This is an optimization exercise on Yosys and OpenROAD, whose aim is small area, a short achievable clock period and few clock cycles, not a production implementation. Function not checked in this run: the RTL went through the layout flow alone. Power figures rest on the tool's default switching activity, not on a simulated workload.

==> design.v <==
module frame_ctrl (
    input  wire       clk,
    input  wire       rst,         
    input  wire       rx_valid,
    input  wire [7:0] rx_data,
    output wire       rx_ready,
    output reg        ev_valid,
    output reg  [2:0] ev_kind,
    output reg  [7:0] ev_a,
    output reg  [7:0] ev_b,
    output reg  [1:0] mode,
    output reg        collect,
    output wire       edge_ie,
    output reg  [2:0] alarm
);
    localparam FRAME_CAP = 24;
    localparam FRAME_MAX = FRAME_CAP - 1;
    localparam [2:0] EV_CMD    = 3'd1,
                     EV_NOCHAR = 3'd2,
                     EV_TH     = 3'd3,
                     EV_F      = 3'd4,
                     EV_DIAG   = 3'd5,
                     EV_DROP   = 3'd6;
    localparam [1:0] M_IDLE = 2'd0,
                     M_TH   = 2'd1,
                     M_F    = 2'd2;
    localparam [2:0] S_RECV  = 3'd0,
                     S_CLASS = 3'd1,
                     S_FIND  = 3'd2,
                     S_SUM   = 3'd3,
                     S_DECL  = 3'd4,
                     S_PARSE = 3'd5;
    localparam [2:0] G_START = 3'd0,    
                     G_NUM1  = 3'd1,    
                     G_SPACE = 3'd2,    
                     G_NUM2  = 3'd3,    
                     G_ERR   = 3'd4;    
    localparam MK_LEN = 10;
    wire [7:0] marker [0:MK_LEN-1];
    assign marker[0] = 8'h20;   
    assign marker[1] = 8'h43;   
    assign marker[2] = 8'h48;   
    assign marker[3] = 8'h45;   
    assign marker[4] = 8'h43;   
    assign marker[5] = 8'h4B;   
    assign marker[6] = 8'h53;   
    assign marker[7] = 8'h55;   
    assign marker[8] = 8'h4D;   
    assign marker[9] = 8'h3A;   
    reg [7:0] rxbuf [0:FRAME_CAP-1];
    reg [4:0] rxidx;           
    reg [4:0] flen;            
    reg [2:0] state;
    reg [4:0] pos;             
    reg [4:0] mk;              
    reg       has_mk;
    reg [7:0] sum;             
    reg [7:0] dval;            
    reg       dbig;            
    reg       dgot;            
    reg [2:0] gst;             
    reg [7:0] t_val, h_val;    
    reg       t_big, h_big;
    wire is_term = (rx_data == 8'h0D) || (rx_data == 8'h0A);
    assign rx_ready = (state == S_RECV);
    assign edge_ie  = collect && (mode == M_F);
    wire [7:0] cur     = rxbuf[pos];
    wire       cur_dig = (cur >= 8'h30) && (cur <= 8'h39);
    wire [3:0] cur_d   = cur[3:0];
    function [8:0] dec_step;
        input [7:0] v;
        input       big;
        input [3:0] d;
        reg   [11:0] n;
        begin
            n = {4'd0, v} * 12'd10 + {8'd0, d};
            if (big || n > 12'd255)
                dec_step = {1'b1, 8'd255};
            else
                dec_step = {1'b0, n[7:0]};
        end
    endfunction
    reg mk_hit;
    integer i;
    always @(*) begin
        mk_hit = 1'b1;
        for (i = 0; i < MK_LEN; i = i + 1)
            if (rxbuf[pos + i] != marker[i])
                mk_hit = 1'b0;
    end
    wire is_cmd = (flen >= 5'd4) && (rxbuf[0] == 8'h43) && (rxbuf[1] == 8'h4D) &&
                  (rxbuf[2] == 8'h44) && (rxbuf[3] == 8'h3A);
    wire [8:0] t_next = dec_step(t_val, t_big, cur_d);
    wire [8:0] h_next = dec_step(h_val, h_big, cur_d);
    wire [8:0] d_next = dec_step(dval, dbig, cur_d);
    always @(posedge clk) begin
        if (state == S_RECV && rx_valid && !is_term && rxidx < FRAME_MAX)
            rxbuf[rxidx] <= rx_data;
    end
    always @(posedge clk) begin
        if (rst) begin
            state    <= S_RECV;
            rxidx    <= 5'd0;
            ev_valid <= 1'b0;
            ev_kind  <= 3'd0;
            ev_a     <= 8'd0;
            ev_b     <= 8'd0;
            mode     <= M_IDLE;
            collect  <= 1'b0;
            alarm    <= 3'd0;
        end else begin
            ev_valid <= 1'b0;
            case (state)
            S_RECV: begin
                if (rx_valid) begin
                    if (is_term) begin
                        if (rxidx != 5'd0) begin
                            flen  <= rxidx;
                            state <= S_CLASS;
                        end
                        rxidx <= 5'd0;
                    end else if (rxidx < FRAME_MAX) begin
                        rxidx <= rxidx + 5'd1;
                    end else begin
                        rxidx <= 5'd0;    
                    end
                end
            end
            S_CLASS: begin
                if (is_cmd) begin
                    ev_valid <= 1'b1;
                    ev_b     <= 8'd0;
                    state    <= S_RECV;
                    if (flen == 5'd4) begin
                        ev_kind <= EV_NOCHAR;
                        ev_a    <= 8'd0;
                    end else begin
                        ev_kind <= EV_CMD;
                        ev_a    <= rxbuf[4];
                        case (rxbuf[4])
                        8'h53: collect  <= 1'b1;    
                        8'h45: collect  <= 1'b0;    
                        8'h41: mode     <= M_TH;    
                        8'h42: mode     <= M_F;     
                        8'h31: alarm[0] <= 1'b1;    
                        8'h32: alarm[1] <= 1'b1;
                        8'h33: alarm[2] <= 1'b1;
                        8'h34: alarm[0] <= 1'b0;    
                        8'h35: alarm[1] <= 1'b0;
                        8'h36: alarm[2] <= 1'b0;
                        default: ;
                        endcase
                    end
                end else begin
                    pos    <= 5'd0;
                    has_mk <= 1'b0;
                    mk     <= flen;
                    state  <= S_FIND;
                end
            end
            S_FIND: begin
                if (pos + MK_LEN > flen) begin
                    pos   <= 5'd0;
                    sum   <= 8'd0;
                    state <= S_SUM;
                end else if (mk_hit) begin
                    has_mk <= 1'b1;
                    mk     <= pos;
                    pos    <= 5'd0;
                    sum    <= 8'd0;
                    state  <= S_SUM;
                end else begin
                    pos <= pos + 5'd1;
                end
            end
            S_SUM: begin
                if (!has_mk) begin
                    pos   <= 5'd0;
                    gst   <= G_START;
                    state <= S_PARSE;
                end else if (pos == mk) begin
                    pos   <= mk + MK_LEN;
                    dval  <= 8'd0;
                    dbig  <= 1'b0;
                    dgot  <= 1'b0;
                    state <= S_DECL;
                end else begin
                    sum <= sum + cur;
                    pos <= pos + 5'd1;
                end
            end
            S_DECL: begin
                if (pos < flen && cur_dig) begin
                    {dbig, dval} <= d_next;
                    dgot <= 1'b1;
                    pos  <= pos + 5'd1;
                end else if (!dgot || dbig || dval != sum) begin
                    ev_valid <= 1'b1;
                    ev_kind  <= EV_DIAG;
                    ev_a     <= 8'd0;
                    ev_b     <= 8'd0;
                    state    <= S_RECV;
                end else begin
                    pos   <= 5'd0;
                    gst   <= G_START;
                    state <= S_PARSE;
                end
            end
            S_PARSE: begin
                if (pos == mk) begin
                    ev_valid <= 1'b1;
                    ev_a     <= 8'd0;
                    ev_b     <= 8'd0;
                    ev_kind  <= EV_DROP;
                    state    <= S_RECV;
                    if (mode == M_TH && gst == G_NUM2) begin
                        ev_kind <= EV_TH;
                        ev_a    <= t_val;
                        ev_b    <= h_val;
                    end else if (mode == M_F && gst == G_NUM1) begin
                        ev_kind <= EV_F;
                        ev_a    <= t_val;
                    end
                end else begin
                    pos <= pos + 5'd1;
                    case (gst)
                    G_START: if (cur_dig) begin
                                 gst   <= G_NUM1;
                                 t_val <= {4'd0, cur_d};
                                 t_big <= 1'b0;
                             end else gst <= G_ERR;
                    G_NUM1:  if (cur_dig) {t_big, t_val} <= t_next;
                             else if (cur == 8'h20) gst <= G_SPACE;
                             else gst <= G_ERR;
                    G_SPACE: if (cur_dig) begin
                                 gst   <= G_NUM2;
                                 h_val <= {4'd0, cur_d};
                                 h_big <= 1'b0;
                             end else if (cur != 8'h20) gst <= G_ERR;
                    G_NUM2:  if (cur_dig) {h_big, h_val} <= h_next;
                             else gst <= G_ERR;
                    default: gst <= G_ERR;
                    endcase
                end
            end
            default: state <= S_RECV;
            endcase
        end
    end
endmodule
==> run.sh <==
#!/bin/bash
# synth_recipe.tcl (not shown) runs the flow's synth.tcl, then flattens the netlist and writes it again
# the make line also repeats each setting of config.mk as NAME=value (left out here)
make -C /OpenROAD-flow-scripts/flow DESIGN_CONFIG=/design/flow/config.mk WORK_HOME=/design/flow/orfs CLKGATE_MAP_FILE= SYNTH_SCRIPT=/design/flow/synth_recipe.tcl finish
==> config.mk <==
export PLATFORM = sky130hd
export DESIGN_NAME = frame_ctrl
export DESIGN_NICKNAME = frame_ctrl
export VERILOG_FILES = /design/flow/design.v
export SDC_FILE = /design/flow/constraint.sdc
export NUM_CORES = 4
export LEC_CHECK = 0
export CAP_MARGIN = 20
export CORE_MARGIN = 2
export CORE_UTILIZATION = 30
export PLACE_DENSITY = 0.5
export SLEW_MARGIN = 20
==> constraint.sdc <==
create_clock -name core_clock -period 10.0 [get_ports {clk}]
set_input_delay 2.0000 -clock core_clock [delete_from_list [all_inputs] [get_ports {clk}]]
set_output_delay 2.0000 -clock core_clock [all_outputs]
set_load 0.01 [all_outputs]
==> key figures <==
Clock tree
  • Clk sinks: 286
  • Number of H-tree levels: 2
  • Clock-pin slew on the worst setup and hold paths: 60 ps
  • CTS Hold Buffers Added: 0
  • Postcts setup bufs: 0
  • Resized cells post-CTS: 0
  • Clock latency (worst-skew pair): 560 ps
  • Num CTS Buffers: 34
  • Root buffer cell: clkbuf_16
  • Clock buffer depth: 3
  • TritonCTS clock tree: built

Timing
  • Worst-margin pin slew: 979.6 ps
  • WHS: 453.2 ps
  • Final period utilization: 0.6478
  • RSZ-0062 raised after global routing: false
  • Fin. max-slew vios: 0
  • Final hold violations: 0
  • PnR worst setup slack: 3522 ps
  • Min Tclk post-route: 6478 ps
  • Sum of negative setup slack: 0 ps
  • # setup viols final: 0
  • Fmax: 0.1544 GHz
  • Slew headroom: 0.3422
  • Final setup skew: 29.30 ps

Power
  • Combinational power share: 0.429
  • Flop pwr share: 0.316
  • Lkg Pwr: 7.141 nW
  • Switching power: 1.845 mW
  • Switching part of the total power: 0.3892
  • Int Power: 2.894 mW
  • Max VDD drop: 123.7 uV
  • Clock power share: 0.255
  • Power density cells: 216.4 mW/mm^2

Detailed routing
  • Final antenna-violating net count: 0
  • Wire per inst: 27.07 um
  • 1st-pass router iterations: 5
  • Vias per cell: 5.943
  • Post-Route WL: 68,910 um
  • Final routed DRC violation total: 0
  • DR iter-0 viols: 1,868
  • Via count: 15,120

Logic synthesis
  • Synthesized net count: 1,749
  • Synth area leaders: edfxtp_1 38%, mux4_2 14%, ha_1 5.0%
  • Primary FF master, synth: edfxtp_1
  • Synth unique cells: 97
  • Mapped Avg Cell Area: 11.91 sq um
  • Synthesis-stage register bit count: 286
  • Synthesized instance count: 1,652
  • Synth area leader: edfxtp_1
  • Sequential share of the synthesized area: 0.4165
  • Synth top cells by count: 247 x edfxtp_1, 125 x mux4_2, 121 x nor2_1
  • Async S/R FF share, synth: 0
  • Post-Syn Area: 0.01968 sq mm
  • Top cell type's share of synthesized area: 0.3768
  • Most frequent cell after synthesis: edfxtp_1
  • Ys Warns: 1
  • EDFF count, synth: 247

Placed design
  • Pre-CTS WS: 3427 ps
  • Routability Congestion: 0.9374
  • Detailed placer's ending HPWL: 49,170 um
  • IO buf count: 38

Die
  • Floorplan core area: 0.06470 sq mm
  • Row count: 93
  • Die area: 0.06767 sq mm
  • Initial Utilization: 0.3042
  • Die X: 260.1 um
  • IO Pins: 39
  • Die Y: 260.1 um

Global route
  • Wire length of the first global-routing pass: 102,200 um
  • Overflow after GRT: 0
  • GR Util met1: 0.2730
  • Global Route Usage Sum: 0.2026
  • Grt met2 use: 0.3129
  • Busiest grt layer: met2
  • Vias in the first global route: 14,840
  • Largest net degree at the start of global routing: 129
  • Global routing usage on met3: 0.04903
  • Initial antenna violation count: 1

Cells and area
  • Footprint of the multi-input gates: 0.01084 sq mm
  • FF+latch area: 0.008203 sq mm
  • P&R area growth vs syn: 11.25%
  • FILL cells: 6,382
  • Nets@finish: 1,762
  • Share of layout cells above drive strength 1: 0.1491
  • N_diodes: 0

Critical path
  • CP Cell Sequence: inv_1 -> ha_4 -> buf_4 -> mux4_2 -> or3b_1 -> o311ai_0 -> o31ai_1 -> nor4b_1 -> nand4_1 -> and2_1 -> a2111oi_2
  • Top delay family on crit path: simple AND/OR/NAND/NOR gates
  • Worst Path Buf+Inv: 2
  • Critical path endpoint category: flop
  • Max incr delay on CP: 880 ps
  • Crit path required time: 10,160 ps
  • WP data arrival: 6640 ps
  • Crit-path max FO: 55
  • Slowest stage cell, crit path: a2111oi_2
  • Crit start category: flop
  • WS Path Type: flop to flop

Status
  • Status: no timing/DRC/antenna violations

Min path
  • Hold Crit Class: flop to flop

Flow run
  • Max-cap violations: 0
cell usage in the layout, fill, tap and decap left out, types with 35 or more instances in the layout:
| cell | synthesis | final |
|---|---|---|
| edfxtp_1 | 247 | 247 |
| mux4_2 | 125 | 125 |
| nor2_1 | 121 | 121 |
| nand2_1 | 102 | 102 |
| a21oi_1 | 78 | 78 |
| ha_1 | 79 | 78 |
| nor2b_1 | 63 | 63 |
| mux2i_1 | 45 | 45 |
| inv_1 | 41 | 41 |
| xnor2_1 | 41 | 41 |
| o21ai_0 | 38 | 38 |
| dfxtp_1 | 39 | 37 |
| clkdlybuf4s50_1 | 0 | 37 |
| nor4_1 | 38 | 36 |
| nand3_1 | 35 | 35 |
| clkbuf_16 | 0 | 35 |
kinds of logic after synthesis:
| group | share of synthesized area |
|---|---|
| AOI/OAI and AO/OA | 0.1005 |
| xor gates and xnor gates | 0.02803 |
| adders and majority gates | 0.05734 |
| buffers and inverters | 0.03471 |
| DFF | 0.4165 |
| muxes | 0.1796 |
| and+or+nand+nor | 0.1833 |
final cells by class:
cell class | instances | area share
Tap cell | 855 | 0.04885
Timing Repair Buffer | 62 | 0.02594
Inverter | 43 | 0.007371
Multi-Input combinational cell | 1238 | 0.4950
Clock inverter | 13 | 0.005543
Sequential cell | 286 | 0.3746
Clock buffer | 48 | 0.04268
worst reg2reg max path: stages, from the launching register on:
cell	delay [ps]
edfxtp_1	670
inv_1	450
ha_4	730
buf_4	710
mux4_2	660
or3b_1	410
o311ai_0	320
o31ai_1	130
nor4b_1	390
nand4_1	390
and2_1	350
a2111oi_2	880
power by group through the flow:
stage               Clock, mW  Sequential, mW  Combinational, mW
finish                   1.21            1.50               2.03
global route             1.28            1.51               2.19
CTS                      1.24            1.50               2.02
detailed placement          0            1.52               2.01
global placement            0            1.52               2.00
floorplan                   0            1.45               1.50
state kept, by name (all words and copies together) (netlist names), 2 cells and up, named ones only:
| register | count |
|---|---|
| t_val | 8 |
| sum | 8 |
| flen | 5 |
| h_val | 8 |
| mk | 5 |
| ev_a | 8 |
| gst | 3 |
| mode | 2 |
| dval | 8 |
| pos | 5 |
| rxidx | 5 |
| state | 3 |
| ev_b | 8 |
| alarm | 3 |
| ev_kind | 3 |
| rxbuf | 192 |
per-stage QoR:
| step | total power [mW] | instances | area [sq um] | util |
|---|---|---|---|---|
| 6_report | 4.739 | 2545 | 21900 | 0.3385 |
| 5_1_grt | 4.976 | 2545 | 21900 | 0.3385 |
| 4_1_cts | 4.752 | 2545 | 21880 | 0.3383 |
| 3_5_place_dp | 3.528 | 2484 | 20830 | 0.3219 |
| 3_3_place_gp | 3.526 | 2484 | 20820 | 0.3219 |
| 2_1_floorplan | 2.940 | 1652 | 19680 | - |
per-layer routing:
metal  vias up  routed length (um)  share of wire
met5         -                   0              0
met4         0                2936          0.043
met3       154                5857          0.085
met2       739               30900           0.45
met1      7644               29210           0.42
li1       6587                   -              -
final timing paths:
path	start	to	slack [ps]	depth (start not counted)
worst max-delay path	pos[1]$_DFFE_PP_	sum[7]$_SDFFCE_PN0P_	3520	11
worst max register to register	pos[1]$_DFFE_PP_	sum[7]$_SDFFCE_PN0P_	3520	11
worst min register to register	ev_b[2]$_SDFFE_PP0P_	ev_b[2]$_SDFFE_PP0P_	450	2
worst min-delay path	ev_b[2]$_SDFFE_PP0P_	ev_b[2]$_SDFFE_PP0P_	450	2

static timing again, ports no longer ideal:
Ports are ideal in the flow. The routed layout listed here was re-timed in OpenROAD.
Step 1: set_driving_cell puts a clkbuf_16 on clk and a buf_2 on each other input, an assumption about the parent block.
Step 2 adds t to the input delays and takes it off the output delays; t is the mean of the earliest and latest rising clock arrival at the registers after step 1. Input paths then give back, and output paths get back, about the clock's delay inside the block.
Slacks: ideal ports / drivers / drivers and shift; pairs: ideal ports / drivers.
shift t [ns]: 0.612
setup WS [ns]: 3.522 / 3.522 / 3.522
worst setup path after step 2: register to register
clock arrival spread, ns: 0.032 / 0.032
After both steps this run still meets setup and hold. For this run, drivers alone change the setup slack by 0.000 ns; drivers and shift together by 0.000 ns.
